This design comes from an exercise in tuning for small area, a short achievable clock period and few clock cycles on the open sky130 flow, not from production work. The RTL was checked by simulation tests, not by an equivalence proof against the original design. No activity file was given, so power comes from the tool's default toggle rates.

==> job 222 <==
## rpt_fmt
module rpt_fmt (
    input  wire        clk,
    input  wire        rst,         
    input  wire        req_valid,
    output wire        req_ready,
    input  wire        req_kind,    
    input  wire [7:0]  req_t,
    input  wire [7:0]  req_h,
    input  wire [15:0] req_f,
    output wire        tx_valid,
    input  wire        tx_ready,
    output wire [7:0]  tx_data
);
    localparam [5:0] Q_HEAD = 6'd0,     
                     Q_T1   = 6'd1,     
                     Q_T2   = 6'd2,     
                     Q_T0   = 6'd4,     
                     Q_H0   = 6'd5,     
                     Q_H1   = 6'd6,     
                     Q_H2   = 6'd7,     
                     Q_HD2  = 6'd8,     
                     Q_HD0  = 6'd10,    
                     Q_F1   = 6'd11,    
                     Q_F2   = 6'd12,    
                     Q_F3   = 6'd13,    
                     Q_F4   = 6'd14,    
                     Q_FD4  = 6'd15,    
                     Q_FD0  = 6'd19,    
                     Q_K0   = 6'd20,    
                     Q_K9   = 6'd29,
                     Q_KD2  = 6'd30,    
                     Q_KD0  = 6'd32,    
                     Q_CR   = 6'd33,
                     Q_LF   = 6'd34;
    reg        txv;
    reg [7:0]  txd;
    reg        rfree;       
    reg        rrdy;        
    reg        kind;
    reg [19:0] r;           
    reg [4:0]  rstep;       
    reg [9:0]  s;           
    reg [5:0]  st;
    assign req_ready = rrdy;
    assign tx_valid  = txv;
  ...
==> flow/config.mk <==
export PLATFORM = sky130hd
export DESIGN_NAME = rpt_fmt
export DESIGN_NICKNAME = rpt_fmt
export VERILOG_FILES = /design/flow/design.v
export SDC_FILE = /design/flow/constraint.sdc
export NUM_CORES = 4
export LEC_CHECK = 0
export CAP_MARGIN = 20
export CORE_MARGIN = 2
export CORE_UTILIZATION = 50
export CTS_BUF_LIST = sky130_fd_sc_hd__clkbuf_8
export CTS_CLUSTER_SIZE = 10
export PLACE_DENSITY = 0.65
export SLEW_MARGIN = 20
==> flow/constraint.sdc <==
create_clock -name core_clock -period 40.0 [get_ports {clk}]
set_input_delay 8.0000 -clock core_clock [delete_from_list [all_inputs] [get_ports {clk}]]
set_output_delay 8.0000 -clock core_clock [all_outputs]
set_load 0.01 [all_outputs]
standard.sh (not shown) runs the stock make flow with config.mk's settings and CLKGATE_MAP_FILE= SYNTH_SCRIPT=/design/flow/synth_recipe.tcl, a recipe that flattens the netlist after the stock synthesis.
==> flow/flow/run.sh <==
#!/bin/bash
# The standard layout, with the smallest buffer on the ports instead of the
# delay cell buffer_ports picks by default, timing repair asked to aim for a
# slack margin so that it works on the port paths too, and no dummy loads in
# the clock tree.
set -uo pipefail
export BUFFER_PORTS_ARGS="-buffer_cell sky130_fd_sc_hd__buf_1"
export SETUP_SLACK_MARGIN=31.1
export CTS_ARGS="-sink_clustering_enable -repair_clock_nets -sink_clustering_size 10 -buf_list sky130_fd_sc_hd__clkbuf_8 -dont_use_dummy_load"
bash standard.sh > standard.log 2>&1
==> inputs of job 3783, as changes to job 222 <==
==> flow/flow/run.sh (replaced) <==
#!/bin/bash
# The standard layout, with the smallest buffer on the ports instead of the
# delay cell buffer_ports picks by default, and timing repair asked to aim
# for a slack margin so that it works on the port paths too.
set -uo pipefail
export BUFFER_PORTS_ARGS="-buffer_cell sky130_fd_sc_hd__buf_1"
export SETUP_SLACK_MARGIN=31.5
bash standard.sh > standard.log 2>&1
Settings changed: CORE_UTILIZATION 50 to 30, CTS_BUF_LIST sky130_fd_sc_hd__clkbuf_8 to default, CTS_CLUSTER_SIZE 10 to default, PLACE_DENSITY 0.65 to 0.5.
==> notes.md <==
quantity	job 222	job 3783
Max_slew headroom	34.6%	25.6%
Overall routed net length	12.0 mm	13.3 mm
Non-clock buffer area fraction after layout	4.77%	7.01%
Peak ir drop on the vdd network	0.0251 mV	0.0226 mV
Cell area power density	80.0 nW/µm²	84.7 nW/µm²
Placer congestion estimate	0.914	0.891
Flip-flop and latch area	1420 µm²	1420 µm²
Avg Vias per Cell	6.47	5.79
Clock group share of total power	7.6%	10.9%
Layout cells sized above 1	6.20%	13.2%
WL met1	4.95 mm	5.77 mm
P_comb	0.226 mW	0.267 mW
Avg WL per Cell	18.8 µm	18.4 µm
Leakage power figure	1.70 nW	1.86 nW
Core area	8180 µm²	13800 µm²
Status	complete, no violations	complete, no violations
Area enclosed by the die boundary	9160 µm²	15000 µm²
Post-CTS setup buffer count	0	5
Final core utilization	55.2%	36.0%
Met3 track utilization from global routing	4.31%	3.95%
Testbench counts of job 222, summed over its fixed seeds: cycles 36,790.
Testbench counts of job 3783, summed over its fixed seeds: cycles 36,790.

---

==> inputs of trial 92 <==
Another version of the RTL of rpt_fmt (not shown whole).
==> flow/config.mk <==
export PLATFORM = sky130hd
export DESIGN_NAME = rpt_fmt
export DESIGN_NICKNAME = rpt_fmt
export VERILOG_FILES = /design/flow/design.v
export SDC_FILE = /design/flow/constraint.sdc
export NUM_CORES = 4
export LEC_CHECK = 0
export CAP_MARGIN = 20
export CORE_MARGIN = 2
export CORE_UTILIZATION = 65
export PLACE_DENSITY = 0.8
export SLEW_MARGIN = 20
==> flow/constraint.sdc <==
create_clock -name core_clock -period 40.0 [get_ports {clk}]
set_input_delay 8.0000 -clock core_clock [delete_from_list [all_inputs] [get_ports {clk}]]
set_output_delay 8.0000 -clock core_clock [all_outputs]
set_load 0.01 [all_outputs]
==> flow/flow/run.sh <==
#!/bin/bash
# The standard layout, with the smallest buffer on the ports instead of the
# delay cell buffer_ports picks by default, timing repair asked to aim for a
# slack margin so that it works on the port paths too, and no dummy loads in
# the clock tree.
set -uo pipefail
export BUFFER_PORTS_ARGS="-buffer_cell sky130_fd_sc_hd__buf_1"
export SETUP_SLACK_MARGIN=31.1
export CTS_ARGS="-sink_clustering_enable -repair_clock_nets -sink_clustering_size 10 -buf_list sky130_fd_sc_hd__clkbuf_8 -dont_use_dummy_load"
bash standard.sh > standard.log 2>&1
==> build 33 (differences from trial 92) <==
--- a/flow/design.v
+++ b/flow/design.v
@@ -34,57 +34,58 @@
                      Q_LF   = 6'd34;
     reg        txv;
     reg [7:0]  txd;
     reg        rfree;       
     reg        rrdy;        
     reg        kind;
     reg [19:0] r;           
-    reg [3:0]  rstep;       
+    reg [4:0]  rstep;       
     reg [9:0]  s;           
     reg [5:0]  st;
     assign req_ready = rrdy;
     assign tx_valid  = txv;
     assign tx_data   = txd;
     function [3:0] add3;
         input [3:0] x;
         add3 = {x[3] | (x[2] & (x[1] | x[0])),
                 (x[3] & x[0]) | (x[2] & ~x[1] & ~x[0]),
                 (x[1] & (~x[2] | x[0])) | (x[3] & ~x[0]),
                 (~x[3] & ~x[2] & x[0]) | (x[2] & x[1] & ~x[0]) | (x[3] & ~x[0])};
     endfunction
-    wire rdone = kind ? (rstep == 4'd13) : (rstep == 4'd5);
-    wire ge1  = |rstep;
-    wire ge3  = |rstep[3:2] | (rstep[1] & rstep[0]);
-    wire ge5  = rstep[3] | (rstep[2] & (rstep[1] | rstep[0]));
-    wire ge9  = rstep[3] & (|rstep[2:0]);
-    wire en1  = kind ? ge1 : ge3;
-    wire en2  = kind ? ge5 : 1'b1;
-    wire en3  = kind ? ge9 : ge3;
+    wire rdone = kind ? rstep[4] : rstep[3];
+    wire ge2  = |rstep[4:1];
+    wire ge4  = |rstep[4:2];
+    wire ge6  = rstep[4] | rstep[3] | (rstep[2] & rstep[1]);
+    wire ge8  = |rstep[4:3];
+    wire ge12 = rstep[4] | (rstep[3] & rstep[2]);
+    wire en0  = kind ? 1'b1 : ge2;
+    wire en1  = kind ? ge4  : ge6;
+    wire en2  = kind ? ge8  : ge2;
+    wire en3  = kind ? ge12 : ge6;
     reg [19:0] ra, rn;
     always @(*) begin
         ra = r;
-        ra[3:0] = add3(r[3:0]);
+        if (en0) ra[3:0]   = add3(r[3:0]);
         if (en1) ra[7:4]   = add3(r[7:4]);
         if (en2) ra[11:8]  = add3(r[11:8]);
         if (en3) ra[15:12] = add3(r[15:12]);
         rn = {ra[18:0], ra[19]};
         if (!kind) begin
             rn[0]  = ra[17];
             rn[8]  = ra[19];
             rn[16] = ra[7];
             rn[18] = ra[15];
         end
     end
-    wire [7:0] ssum = {s[2:0], s[9:5]};
     wire [2:0] kidx = st[2:0] - Q_K0[2:0];    
     reg  [9:0] sa, sn;
     always @(*) begin
         sa = s;
-        sa[3:0] = add3(s[3:0]);
-        if (kidx >= 3'd3) sa[7:4] = add3(s[7:4]);
+        if (kidx >= 3'd2) sa[3:0] = add3(s[3:0]);
+        if (kidx >= 3'd6) sa[7:4] = add3(s[7:4]);
         sn = {sa[8:0], sa[9]};
     end
     wire [5:0] q_t = (|r[19:18]) ? Q_T2  : (|r[15:12]) ? Q_T2 + 6'd1  : Q_T0;
     wire [5:0] q_h = (|r[17:16]) ? Q_HD2 : (|r[7:4])   ? Q_HD2 + 6'd1 : Q_HD0;
     wire [5:0] q_f = (|r[18:16]) ? Q_FD4 : (|r[15:12]) ? Q_FD4 + 6'd1 :
                      (|r[11:8])  ? Q_FD4 + 6'd2 : (|r[7:4]) ? Q_FD4 + 6'd3 : Q_FD0;
     wire [5:0] q_s = (|s[9:8])   ? Q_KD2 : (|s[7:4])   ? Q_KD2 + 6'd1 : Q_KD0;
@@ -169,27 +170,27 @@
     end
     always @(posedge clk) begin
         if (rfree || (ld && last_val))
             kind <= req_kind;
     end
     always @(posedge clk) begin
         if (rfree) begin
-            r     <= kind ? {req_f[12:0], 4'b0000, req_f[15:13]}
-                          : {req_t[4:3], req_h[4:3], req_t[2:0], 2'b00,
-                             req_t[7:5], req_h[2:0], 2'b00, req_h[7:5]};
-            rstep <= 4'd0;
+            r     <= kind ? {req_f, 4'b0000}
+                          : {req_t[7:6], req_h[7:6], req_t[5:0], 2'b00,
+                             req_h[5:0], 2'b00};
+            rstep <= 5'd0;
         end else if (!rdone) begin
             r     <= rn;
-            rstep <= rstep + 4'd1;
+            rstep <= rstep + 5'd1;
         end
     end
     always @(posedge clk) begin
         if (ld) begin
             if (st == Q_HEAD)
-                s <= {nb[4:0], 2'b00, nb[7:5]};
+                s <= {nb, 2'b00};
             else if (body)
-                {s[2:0], s[9:5]} <= ssum + nb;
-            else if (st >= Q_K0 && st < Q_K0 + 6'd5)
+                s[9:2] <= s[9:2] + nb;
+            else if (st >= Q_K0 && st < Q_K0 + 6'd8)
                 s <= sn;
         end
     end
 endmodule
==> flow/flow/run.sh (replaced) <==
#!/bin/bash
# The standard layout, with the smallest buffer on the ports instead of the
# delay cell buffer_ports picks by default, and timing repair asked to aim
# for a slack margin so that it works on the port paths too.
set -uo pipefail
export BUFFER_PORTS_ARGS="-buffer_cell sky130_fd_sc_hd__buf_1"
export SETUP_SLACK_MARGIN=31.1
bash standard.sh > standard.log 2>&1
==> flow/config.mk (replaced) <==
export PLATFORM = sky130hd
export DESIGN_NAME = rpt_fmt
export DESIGN_NICKNAME = rpt_fmt
export VERILOG_FILES = /design/flow/design.v
export SDC_FILE = /design/flow/constraint.sdc
export NUM_CORES = 4
export LEC_CHECK = 0
export CAP_MARGIN = 20
export CORE_MARGIN = 2
export CORE_UTILIZATION = 30
export PLACE_DENSITY = 0.5
export SLEW_MARGIN = 20
==> notes.md <==
In trial 92 the register-to-register slack is higher than in build 33, by 0.24 ns. Synthesized cell count: trial 92 is smaller than build 33 (about 2.6%). In critical path depth, build 33 and trial 92 do not differ. Between build 33 and trial 92, the lower die area is in trial 92 (gap 110%, measured against trial 92). In trial 92 the total power is smaller than in build 33, by about 9%. In trial 92 the clock skew is higher than in build 33, by 0.011 ns. In trial 92 the routed wire length is smaller than in build 33, by 15%. In build 33 the core utilization is lower than in trial 92, by 37 points. In trial 92 the clock power is lower than in build 33, by 42%. Sequential power is about the same in build 33 and trial 92. Of trial 92 and build 33, trial 92 has the higher area after synthesis (gap 0.77%, measured against build 33).
==> figures <==
| item | build 33 | trial 92 |
|---|---|---|
| Run status | timing/DRC/antenna clean | timing/DRC/antenna clean |
| Cell Rows | 43 | 29 |
| Worst hold slack across all endpoints | 0.463 ns | 0.447 ns |
| Multiplexer area fraction after synthesis | 5.12% | 5.26% |
| Final clock skew | 0.0141 ns | 0.0248 ns |
| Portion of the post-synthesis area used by sequential elements | 33.8% | 33.1% |
| Mapped Nets | 556 | 547 |
| Mapped Area | 4200 um^2 | 4240 um^2 |
| Sequential cell area in the final layout | 1420 um^2 | 1400 um^2 |
| Synth Area per Inst | 8.31 um^2 | 8.59 um^2 |
| Routed length per instance | 18.4 um | 18.9 um |
| Core region area | 13,800 um^2 | 6310 um^2 |
| Post-layout util | 34.2% | 70.7% |
| Multi-input gate share of the layout cell area | 55.7% | 59.3% |
| Clock network power share | 12.4% | 8.0% |
| Total length of routed met3 wires | 876 um | 1.10 mm |
| Global-route wire length before repair | 21.0 mm | 18.7 mm |
| Effective utilization at floorplan | 30.5% | 67.1% |
| Inverters | 15 | 16 |
| Die height | 122 um | 84.7 um |
| Vias in the first global route | 3,881 | 3,715 |
| Fraction of final layout cells sized beyond drive strength 1 | 6.90% | 6.05% |
| Fraction of met3 tracks used by global routing | 3.53% | 6.98% |
Testbench counts of trial 92, summed over its fixed seeds: cycles 36,766.
Testbench counts of build 33, summed over its fixed seeds: cycles 36,790.

## afterwards: timing with drivers on the ports
The results above use ideal ports. As a check the final layouts listed here were re-extracted and re-timed, cells and wires unchanged. Step 1: set_driving_cell puts a clkbuf_16 on clk and a buf_2 on each other input, an assumption about the parent block. Step 2 also shifts input and output timing later by t, the mid clock arrival at the registers, as if the neighbouring blocks saw the same clock. Slacks: ideal ports / drivers / drivers and shift; pairs: ideal ports / drivers.
| run | shift t [ns] | setup WS [ns] | worst setup path at the end | pins driven straight from the clock port |
|---|---|---|---|---|
| job 222 | 0.337 | 31.153 / 31.119 / 30.903 | input to register | 1 |
| job 3783 | 0.351 | 31.189 / 31.148 / 30.911 | input to register | 1 |
| trial 92 | 0.332 | 31.151 / 31.121 / 30.943 | input to register | 1 |
| build 33 | 0.348 | 31.160 / 31.119 / 30.908 | input to register | 1 |
After both steps every run listed still meets setup and hold. For job 3783, which loses most, drivers alone change the setup slack by -0.041 ns; drivers and shift together by -0.278 ns.
